What follows belongs to an exercise in optimizing a design on an open flow for small area, a short achievable clock period and few clock cycles; a production flow would make more cautious choices. Function was checked by simulation only, so behaviour that the tests miss may differ from the original. Power is estimated from default activity; no workload was simulated.

==> flow/design.v, too long to show whole: its modules and the start of the top module <==
// module sieve_engine: 1603 lines
module sieve_engine (
    input  wire        clk,
    input  wire        rst_n,
    input  wire        reg_we,
    input  wire [8:0]  reg_addr,
    input  wire [63:0] reg_wdata,
    output reg  [63:0] reg_rdata,
    input  wire [2:0]  win_addr,
    output wire [63:0] win_rdata,
    output wire        irq
);
  // ...
==> flow/flow/run.sh <==
#!/bin/bash
# The standard ORFS layout (the standard.sh) with one change to how it is
# made: the port buffers that global placement inserts are plain buffers
# (buf_4) rather than the default pick. Everything else (SDC, clock period,
# the flow settings in config.mk) is the standard flow's. make's full output goes to
# make.log here; each ORFS step also writes its own log under orfs/logs.
set -euo pipefail
bash standard.sh "BUFFER_PORTS_ARGS=-buffer_cell sky130_fd_sc_hd__buf_4" finish > make.log 2>&1
==> flow/standard.sh <==
#!/bin/bash
# synth_recipe.tcl (not shown) runs the flow's synth.tcl, then flattens the netlist and writes it again
# the make line also repeats each setting of config.mk as NAME=value (left out here)
make -C /OpenROAD-flow-scripts/flow DESIGN_CONFIG=/design/flow/config.mk WORK_HOME=/design/flow/orfs CLKGATE_MAP_FILE= SYNTH_SCRIPT=/design/flow/synth_recipe.tcl "${@:-finish}"
==> flow/config.mk <==
export PLATFORM = sky130hd
export DESIGN_NAME = sieve_engine
export DESIGN_NICKNAME = sieve_engine
export VERILOG_FILES = /design/flow/design.v
export SDC_FILE = /design/flow/constraint.sdc
export NUM_CORES = 8
export LEC_CHECK = 0
export CAP_MARGIN = 20
export CORE_MARGIN = 2
export CORE_UTILIZATION = 50
export SETUP_SLACK_MARGIN = 5
export SLEW_MARGIN = 20
export SYNTH_MEMORY_MAX_BITS = 16384
==> flow/constraint.sdc <==
create_clock -name core_clock -period 12.0 [get_ports {clk}]
set_input_delay 2.4000 -clock core_clock [delete_from_list [all_inputs] [get_ports {clk}]]
set_output_delay 2.4000 -clock core_clock [all_outputs]
set_load 0.01 [all_outputs]
==> flow_metrics.py, run 1 <==
metrics = {
    "outcome": {
        "status": "finished clean",
    },
    "final_layout": {
        "largestClassByArea": "multi-input combinational cells",
        "n_antenna_cell": 13,
        "drive_gt1_share_pct": 15.5,
        "reg.largest.list": "arg0 (64), arg1 (64), segsize (64)",
        "final_common_cell": "nand2_1",
    },
    "routing": {
        "wire_per_inst_um": 34.0,
        "met3_length_um": 43600,
        "highest_layer": "met5",
    },
    "sta": {
        "maxSlewHeadroom_pct": 12.7,
        "max_freq_mhz": 140,
        "rsz0062_at_grt": "true",
        "finalCriticalPeriod_ps": 7160,
    },
    "synthesis": {
        "synth_top_family_by_area": "compound AO/OA/AOI/OAI gates",
        "synth-xor-area-share_pct": 3.08,
        "yosysMostFrequentCell": "nand2_1",
        "synthesis.area_um2": 54900,
        "synthSimpleGateAreaFrac_pct": 18.8,
        "synth_top_area_share_pct": 16.7,
        "synth_compound_gate_area_share_pct": 30.4,
        "synth_ff_type": "dfrtp_1",
    },
    "clock_tree": {
        "numCtsBuffers": 54,
        "hold_buffers": 0,
        "post-cts-setup-buffer-count": 60,
    },
    "setup_path": {
        "crit_arrival_ps": 7680,
        "crit_family": "compound AO/OA/AOI/OAI gates",
    },
    "global_routing": {
        "grt_start_max_net_pins": 104,
    },
    "die": {
        "io_pins": 208,
    },
    "power": {
        "power_leader": "combinational logic",
    },
    "placed_design": {
        "hpwl_um": 209000,
    },
    "hold_path": {
        "min-delay-start": "segsize[58]",
    },
}
Testbench counts, summed over its fixed seeds: cycles 1,228.
==> run 2: changes to the inputs <==
--- a/flow/design.v
+++ b/flow/design.v
@@ -745,36 +745,20 @@
         end
     endfunction
+    genvar gd;
     wire [63:0] cls_a  = {2'b00, arg0[63:2]};
     wire [3:0]  cls_c  = arg0[1] ? 4'd2 : 4'd3;
-    wire [16:0] cls_bw;                   
-    wire [15:0] cls_nz;                   
-    wire [63:0] cls_y;
-    assign cls_bw[0] = 1'b0;
-    assign cls_bw[1] = (cls_a[3:0] < cls_c);
-    genvar gd;
-    generate
-        for (gd = 0; gd < 16; gd = gd + 1) begin : g_cdig
-            assign cls_nz[gd] = ~|cls_a[4*gd+3:4*gd];
-            if (gd == 0) begin : g_d0
-                assign cls_y[3:0] = cls_a[3:0] - cls_c;
-            end else begin : g_dn
-                assign cls_y[4*gd+3:4*gd] = cls_a[4*gd+3:4*gd] - {3'd0, cls_bw[gd]};
-                assign cls_bw[gd + 1] = cls_bw[1] & (&cls_nz[gd:1]);
-            end
-        end
-    endgenerate
-    wire [63:0] cls_sc = {res1_hi[2:0], res0, 2'b00} >> 2;
     reg  [15:0] cls_dg;
     always @(*) begin
-        case (cls_ph)
-            2'd0:    cls_dg = cls_sc[15:0];
-            2'd1:    cls_dg = cls_sc[31:16];
-            2'd2:    cls_dg = cls_sc[47:32];
-            default: cls_dg = {2'b00, res1_hi[2:0], res0[58:48]};
+        if (!busy)
+            cls_dg = cls_a[63:48];
+        else case (cls_ph)
+            2'd0:    cls_dg = cls_a[15:0];
+            2'd1:    cls_dg = cls_a[31:16];
+            default: cls_dg = cls_a[47:32];
         endcase
     end
     wire [3:0]  cls_rr [0:4];
     wire [15:0] cls_qd;
-    assign cls_rr[4] = (cls_ph == 2'd3) ? 4'd0 : res1_lo[5:2];
+    assign cls_rr[4] = busy ? res1_lo[5:2] : 4'd0;
     generate
         for (gd = 1; gd >= 0; gd = gd - 1) begin : g_cls
@@ -791,8 +775,13 @@
         end
     endgenerate
-    wire [5:0]  cls_r   = {cls_rr[0], arg0[1] ^ 1'b1, arg0[0]};
+    wire        cls_fix = (cls_ph == 2'd3);                    
+    wire [3:0]  cls_R   = cls_fix ? res1_lo[5:2] : cls_rr[0];
+    wire        cls_bw  = (cls_rr[0] < cls_c);
+    wire [3:0]  cls_r15 = cls_fix ? cls_R + 4'd15 - cls_c : cls_R - cls_c;
+    wire [58:0] cls_dec = res0 - 59'd1;
+    wire [5:0]  cls_r   = {cls_r15, arg0[1] ^ 1'b1, arg0[0]};
     wire [4:0]  cls_map = rmap(cls_r);
     wire        cls_lo  = (~|arg0[63:4]) && (arg0[3:0] < 4'd10);
-    wire [58:0] cls_res0 = cls_lo ? 59'd0 : {res0[58:16], cls_qd};
+    wire [58:0] cls_res0 = cls_lo ? 59'd0 : cls_fix ? cls_dec : {res0[58:16], cls_qd};
     wire [16:0] cls_res1 = cls_lo ? 17'h10000
                                   : {5'd0, cls_map[3:0], cls_map[4], 1'b0, cls_r};
@@ -1327,5 +1316,5 @@
         end
         if (issue)
-            cls_ph <= 2'd3;
+            cls_ph <= 2'd2;
         else if (busy)
             cls_ph <= cls_ph - 2'd1;
@@ -1405,6 +1394,6 @@
                         busy         <= 1'b1;
                         done         <= 1'b0;
-                        res0         <= cls_y[58:0];
-                        res1_hi[2:0] <= cls_y[61:59];
+                        res0[58:48]  <= cls_qd[10:0];
+                        res1_lo[5:2] <= cls_rr[0];
                     end
                     8'h02: begin                                       
@@ -1546,14 +1535,14 @@
                 end
                 default: begin
-                    if (cls_ph != 2'd0) begin
+                    if (cls_ph[1] ^ cls_ph[0] || (cls_ph == 2'd0 && cls_bw && !cls_lo)) begin
                         busy         <= 1'b1;
                         done         <= 1'b0;
                         res1_lo[5:2] <= cls_rr[0];
-                        if (cls_ph == 2'd3)
-                            res0[58:48] <= cls_qd[10:0];
-                        else if (cls_ph == 2'd2)
+                        if (cls_ph == 2'd2)
                             res0[47:32] <= cls_qd;
-                        else
+                        else if (cls_ph == 2'd1)
                             res0[31:16] <= cls_qd;
+                        else
+                            res0[15:0]  <= cls_qd;
                     end else begin
                         res0    <= cls_res0;
==> run 2 against run 1 <==
- still clean on timing, DRC and antenna
- worst hold slack improved by 1.6 ps
- sequential power about the same
- via count is 1.9% higher
- sequential cell count unchanged
- critical path depth decreased by 33
- area after synthesis is 2.3% higher
- final area is 3.0% higher
- largest power group unchanged
==> flow_metrics.py, run 2 <==
metrics = {
    "die": {
        "start_util_pct": 50.5,
        "dieArea_um2": 115000,
        "coreArea_um2": 111000,
        "die_y_um": 339,
        "die_x_um": 339,
        "io_pins": 208,
        "num_rows": 122,
    },
    "flow_run": {
        "cap_viol_max_count": 0,
    },
    "hold_path": {
        "min_path_type": "reg2reg",
        "min_to": "segsize[59]",
        "min-delay-start": "segsize[59]",
        "min_path_cells": 1,
    },
    "final_layout": {
        "final_cell_count_no_fill": 8983,
        "num-nets-final": 8023,
        "syn2layout_area_growth_pct": 16.7,
        "finish.utilization_pct": 59.0,
        "finalInstanceArea_um2": 65500,
        "drive_gt1_share_pct": 16.7,
        "final_common_cell": "nand2_1",
        "multi_input_area_um2": 41800,
        "final_cell_mix": "nand2_1 (832), a21oi_1 (743), nor2_1 (652)",
        "nFillCells": 10364,
        "register_area_um2": 13000,
        "reg.largest.list": "arg0 (64), arg1 (64), segsize (64)",
    },
    "setup_path": {
        "endpoint_kind": "output port",
        "r2r-end": "res0[7]",
        "startpoint_type": "input port",
        "crit_arrival_ps": 4680,
        "rr_worst_depth": 24,
        "cp_max_fo": 22,
        "crit_required_ps": 9600,
        "rrSetupSlack_ps": 4980,
        "crit_type": "in2out",
        "reg2reg_from": "arg0[9]",
    },
    "synthesis": {
        "synthArstFlopShare_pct": 74.1,
        "avgSynthCellArea_um2": 7.64,
        "yosysTopAreaCell": "dfrtp_1",
        "synth_common_cells": "nand2_1 (861), a21oi_1 (777), nor2_1 (687)",
        "yosysMostFrequentCell": "nand2_1",
        "syn-instance-count": 7346,
        "synth_edf_count": 126,
        "synth_ff_type": "dfrtp_1",
        "synthTopCellsByArea": "dfrtp_1 (16%), ha_1 (8.3%), a21oi_1 (6.9%), edfxtp_1 (6.7%), nand2_1 (5.8%)",
        "synth_cell_types": 114,
        "synthesis.area_um2": 56100,
        "synth_nets": 7928,
        "yosysWarningCount": 1,
        "synth_top_area_share_pct": 16.3,
        "seq_area_frac_synth_pct": 23.1,
        "ys_ff_latch": 494,
    },
    "clock_tree": {
        "root_buffer": "clkbuf_16",
        "clk_pin_slew_worst_paths_ps": 60,
        "h-tree-depth": 2,
        "tritoncts": "done",
        "numCtsBuffers": 55,
        "clock_sink_count": 494,
        "hold_buffers": 0,
        "insertion_delay_ps": 690,
        "clock_path_buffers": 3,
    },
    "global_routing": {
        "antenna_found_initial": 19,
        "grt_pass1_vias": 60210,
        "grt_usage_pct": 47.4,
        "grt_start_max_net_pins": 148,
        "grt_pass1_wl_um": 412000,
        "overflow": 0,
    },
    "power": {
        "p_switching_w": 0.00232,
        "max-vdd-ir-drop_mv": 0.121,
        "pwr-share-clk_pct": 31.3,
        "pwr-share-seq_pct": 29.8,
        "swShare_pct": 39.0,
        "p_total_w": 0.00595,
        "internal-power_w": 0.00363,
        "p_leak_nw": 26.6,
        "p_per_area_nw_per_um2": 90.9,
        "p_comb_share_pct": 38.9,
    },
    "sta": {
        "final.period_utilization_pct": 59.0,
        "worst_pin_slew_ps": 1280,
        "skew_ps": 56.5,
        "drv_slew": 0,
        "setup_viol": 0,
        "tns_ps": 0,
        "maxSlewHeadroom_pct": 13.9,
        "final_hold_viol_count": 0,
        "finalCriticalPeriod_ps": 7080,
        "max_freq_mhz": 141,
        "rsz0062_at_grt": "true",
    },
    "routing": {
        "via_count": 65654,
        "drt-initial-drc-count": 11684,
        "finalWirelength_um": 291000,
        "via_per_inst": 7.31,
        "wire_per_inst_um": 32.4,
        "antenna_left": 0,
        "drcViolationCount": 0,
        "first_pass_iters": 13,
    },
    "placed_design": {
        "gp_congestion": 1.12,
        "io_buffers": 207,
        "hpwl_um": 204000,
        "place_area_um2": 58900,
        "placed_cells": 8667,
    },
    "outcome": {
        "status": "finished clean",
    },
}
## run 2: cell types whose count changed after synthesis, moves of 20 or more
cell      delta
a222oi_1    -20
a221oi_1    -25
clkbuf_1    -33
a22o_1      -23
nor2_1      +21
o211ai_1    +32
buf_1       +22
ha_1        -25
nand2_1     +69
a31oi_1     +30
## run 2: what timing repair did
item | CTS | global route
pin swaps | 51 | 116
endpoints found under the hold margin | 0 | 0
buffers inserted | 76 | 106
cloned | 6 | 17
setup endpoints to repair | 197 | 121
gates resized for setup | 307 | 330
## run 2: cell families after synthesis
| family | synth area share [%] |
|---|---|
| xor+xnor | 2.98 |
| mux | 3.98 |
| fa+ha+maj | 13.1 |
| flops | 23.1 |
| simple gates | 19.5 |
| compound gates | 30.7 |
| buf+inv | 6.60 |
## run 2: area by class of cell
cell class | instances | share of cell area [%]
multi-input cells | 5901 | 63.8
clock buffers | 69 | 2.26
well taps | 1488 | 2.84
repair buffers | 597 | 8.10
repair inverters | 2 | 0.0191
inverters | 390 | 2.37
clock inverters | 35 | 0.705
flip-flops and latches | 494 | 19.9
diodes | 7 | 0.0268
## run 2: how the worst max path moves through the flow
stage | cells past startpoint | to | slack, ps | start
3_5_place_dp | 37 | res1_lo[8] | 2790 | cls_ph[1]
2_1_floorplan | 36 | res0[35] | 5010 | busy
3_3_place_gp | 37 | res1_lo[7] | 3090 | cls_ph[1]
6_report | 8 | win_rdata[37] | 4920 | win_addr[1]
4_1_cts | 23 | res0[0] | 5000 | arg0[6]
5_1_grt | 42 | res0[17] | 4840 | cls_ph[0]
## run 2: routing by layer
metal / share of wire, % / up-vias / GRT usage, % / wire length, µm
li1: - / 27187 / - / -
met1: 36 / 31267 / 61.6 / 106000
met2: 40 / 5708 / 67.5 / 117000
met3: 15 / 1472 / 16.4 / 44500
met4: 8.0 / 20 / 28.5 / 23400
met5: 0.071 / - / 0.292 / 207
## run 2: worst max-delay path, cell delays in order
cell       delay, ps
buf_6            240
inv_1            120
buf_12           190
nor2_4           420
nand2_1          380
a311oi_1         540
a2111oi_0        150
buf_4            210
## run 2: stage by stage
| step | setup WS, ps | hold WS [ps] |
|---|---|---|
| final | 4920 | 501 |
| after global routing | 4840 | 508 |
| after CTS | 5000 | 480 |
| after detailed placement | 2790 | 481 |
| after global placement | 3090 | 479 |
| after floorplan | 5010 | 450 |
## run 2: power by group through the flow
stage                     clock network (W)  logic [W]  registers, W
after global placement                    0    0.00188       0.00180
final                               0.00186    0.00232       0.00177
after detailed placement                  0    0.00188       0.00180
after CTS                           0.00186    0.00199       0.00177
after global routing                0.00192    0.00238       0.00177
after floorplan                           0    0.00123       0.00179
Testbench counts of run 2, summed over its fixed seeds: cycles 1,206.
==> run 3: changes to the inputs <==
--- a/flow/config.mk
+++ b/flow/config.mk
@@ -9,4 +9,5 @@
 export CORE_MARGIN = 2
 export CORE_UTILIZATION = 50
+export PLACE_DENSITY = 0.66
 export SETUP_SLACK_MARGIN = 5
 export SLEW_MARGIN = 20
==> run 3 against run 2 <==
- still clean on timing, DRC and antenna
- sequential power about the same
- final area increased by 0.14%
- power shrank 0.96%
- via count hardly changed
- critical path depth is 2 higher
- core utilization is 0.083 points higher
- wire length barely moved
- sequential share of layout area hardly changed
==> flow_metrics.py, run 3 <==
metrics = {
    "outcome": {
        "status": "finished clean",
    },
    "synthesis": {
        "seq_area_frac_synth_pct": 23.1,
        "synthSimpleGateAreaFrac_pct": 19.5,
        "yosysMostFrequentCell": "nand2_1",
        "synth_ff_type": "dfrtp_1",
        "synth_common_cells": "nand2_1 (861), a21oi_1 (777), nor2_1 (687)",
        "synth_nets": 7928,
        "synth_cell_types": 114,
        "yosysWarningCount": 1,
        "synth_mux_area_share_pct": 3.98,
        "synth_top_area_share_pct": 16.3,
        "syn-instance-count": 7346,
        "synthArstFlopShare_pct": 74.1,
        "yosysTopAreaCell": "dfrtp_1",
        "synthAdderAreaFrac_pct": 13.1,
        "avgSynthCellArea_um2": 7.64,
        "synth_top_family_by_area": "compound AO/OA/AOI/OAI gates",
        "synth-xor-area-share_pct": 2.98,
        "synth_compound_gate_area_share_pct": 30.7,
        "synthTopCellsByArea": "dfrtp_1 (16%), ha_1 (8.3%), a21oi_1 (6.9%), edfxtp_1 (6.7%), nand2_1 (5.8%)",
        "synthesis.area_um2": 56100,
        "ys_ff_latch": 494,
        "synth_edf_count": 126,
    },
    "setup_path": {
        "startpoint_type": "input port",
        "cp_max_fo": 55,
        "crit_required_ps": 9600,
        "crit_type": "in2out",
        "endpoint_kind": "output port",
        "crit_arrival_ps": 4630,
    },
    "final_layout": {
        "final_cell_count_no_fill": 9006,
        "finalInstanceArea_um2": 65600,
        "drive_gt1_share_pct": 16.8,
        "reg.largest.list": "arg0 (64), arg1 (64), segsize (64)",
        "num-nets-final": 8045,
        "syn2layout_area_growth_pct": 16.9,
        "final_common_cell": "nand2_1",
        "final_cell_mix": "nand2_1 (826), a21oi_1 (745), nor2_1 (655)",
    },
    "sta": {
        "skew_ps": 49.0,
        "setup_ws_ps": 4970,
        "finalCriticalPeriod_ps": 7030,
        "max_freq_mhz": 142,
        "hold_slack_ps": 499,
        "worst_pin_slew_ps": 1220,
        "rsz0062_at_grt": "true",
        "setup_viol": 0,
        "maxSlewHeadroom_pct": 17.9,
        "final.period_utilization_pct": 58.6,
        "final_hold_viol_count": 0,
        "tns_ps": 0,
        "drv_slew": 0,
    },
    "routing": {
        "first_pass_iters": 15,
        "via_count": 65707,
        "via_per_inst": 7.30,
        "finalWirelength_um": 291000,
        "drcViolationCount": 0,
        "wire_per_inst_um": 32.3,
        "antenna_left": 0,
        "drt-initial-drc-count": 11253,
    },
    "clock_tree": {
        "tritoncts": "done",
        "clock_path_buffers": 3,
        "insertion_delay_ps": 680,
        "hold_buffers": 0,
        "numCtsBuffers": 54,
        "clock_sink_count": 494,
        "h-tree-depth": 2,
        "root_buffer": "clkbuf_16",
        "clk_pin_slew_worst_paths_ps": 60,
    },
    "global_routing": {
        "grt_usage_pct": 47.1,
        "grt_pass1_wl_um": 409000,
        "grt_pass1_vias": 59673,
        "antenna_found_initial": 19,
        "overflow": 0,
        "grt_start_max_net_pins": 158,
    },
    "hold_path": {
        "min_path_type": "reg2reg",
    },
    "power": {
        "p_per_area_nw_per_um2": 89.9,
        "max-vdd-ir-drop_mv": 0.137,
        "p_leak_nw": 26.6,
    },
    "die": {
        "start_util_pct": 50.5,
        "num_rows": 122,
        "coreArea_um2": 111000,
        "dieArea_um2": 115000,
        "die_x_um": 339,
        "die_y_um": 339,
        "io_pins": 208,
    },
    "placed_design": {
        "hpwl_um": 206000,
        "place_ws_ps": 2850,
        "gp_congestion": 1.12,
        "placed_cells": 8667,
        "place_area_um2": 58900,
        "io_buffers": 207,
    },
    "flow_run": {
        "cap_viol_max_count": 0,
    },
}
## run 3: cell counts after synthesis
No cell type changed its count.
## run 3: metrics by stage
| step | util (%) | total power [W] |
|---|---|---|
| 2_1_floorplan | - | 0.00301 |
| 3_3_place_gp | 53.1 | 0.00372 |
| 6_report | 59.1 | 0.00589 |
| 3_5_place_dp | 53.1 | 0.00371 |
| 5_1_grt | 59.0 | 0.00601 |
| 4_1_cts | 56.3 | 0.00557 |
## run 3: kinds of logic (layout without fill, tap and decap cells)
| kind of cell | Yosys count | in the layout |
|---|---|---|
| other cells | 0 | 11 |
| xor+xnor | 189 | 189 |
| simple gates | 2395 | 2399 |
| mux | 177 | 177 |
| fa+ha+maj | 512 | 512 |
| compound gates | 2624 | 2625 |
| flops | 494 | 494 |
| buf+inv | 955 | 1111 |
## run 3: path summary, 6_finish.rpt
kind	from	end	slack [ps]	cells past startpoint
max	win_addr[1]	win_rdata[22]	4970	10
min	segsize[36]	segsize[36]	500	1
max reg2reg	cls_ph[0]	res0[33]	5040	41
min reg2reg	segsize[36]	segsize[36]	500	1
max in group asynchronous	rst_n	present[1]	7880	3
min in group asynchronous	rst_n	res0[38]	1680	1
## run 3: area by class of cell
cell class                      count  area [µm²]
Fill cell                       10173       45400
Multi-Input combinational cell   5902       41800
Sequential cell                   494       13000
Timing Repair Buffer              619        5480
Tap cell                         1488        1860
Clock buffer                       78        1540
Inverter                          390        1540
Clock inverter                     22         292
Antenna cell                       11        27.5
Timing Repair inverter              2        12.5
## run 3: power by group
| group | leakage [nW] | internal (W) | switching [W] | total, W |
|---|---|---|---|---|
| registers | 5.89 | 0.00174 | 0.0000335 | 0.00177 |
| clock network | 0.890 | 0.00101 | 0.000806 | 0.00181 |
| logic | 19.8 | 0.000806 | 0.00150 | 0.00231 |
| total | 26.6 | 0.00355 | 0.00234 | 0.00589 |
## run 3: what timing repair did
item / CTS / global route
setup endpoints to repair: 197 / 150
gates resized for setup: 247 / 410
pin swaps: 37 / 133
gates cloned: 6 / 18
buffers inserted: 65 / 139
## run 3: critical path, cell delays in order
cell and delay [ps]:
buf_4 170, buf_12 300, nand2_1 90, buf_4 240
o211ai_1 230, o22ai_1 100, buf_4 220, or2_2 390
a31oi_4 230, buf_4 170
## run 3: layer usage
layer  GRT usage (%)  routed length (µm)  part of all wire (%)
met1            59.8              105000                    36
met5            1.71                 199                 0.068
met3            16.6               43300                    15
met2            68.1              118000                    41
met4            29.0               23900                   8.2

==> afterwards: timing with drivers on the ports <==
The flow's constraints put no driver on any port. The routed layouts listed below were extracted and timed again, unchanged, in two steps.
Step 1 assumes that a clkbuf_16 drives the clock port and a buf_2 every other input.
Step 2 times the ports against the registers' clock, not the clock port: input delays grow and output delays shrink by t, the midpoint of the rising clock arrivals with the driver on.
a / b / c = no drivers / after step 1 / after step 2; a / b = the first two.
run	t (ns)	slack for setup (ns)	worst register clock-pin slew, ns	pins driven straight from the clock port
run 1	0.739	4.845 / 4.840 / 4.337	0.08 / 0.08	1
run 2	0.734	4.916 / 4.765 / 4.487	0.07 / 0.07	1
run 3	0.730	4.973 / 4.906 / 4.556	0.08 / 0.08	1
After both steps every run listed still meets setup and hold. The setup slack of run 1, which loses most, moves by -0.005 ns with the drivers and by -0.508 ns with both steps.
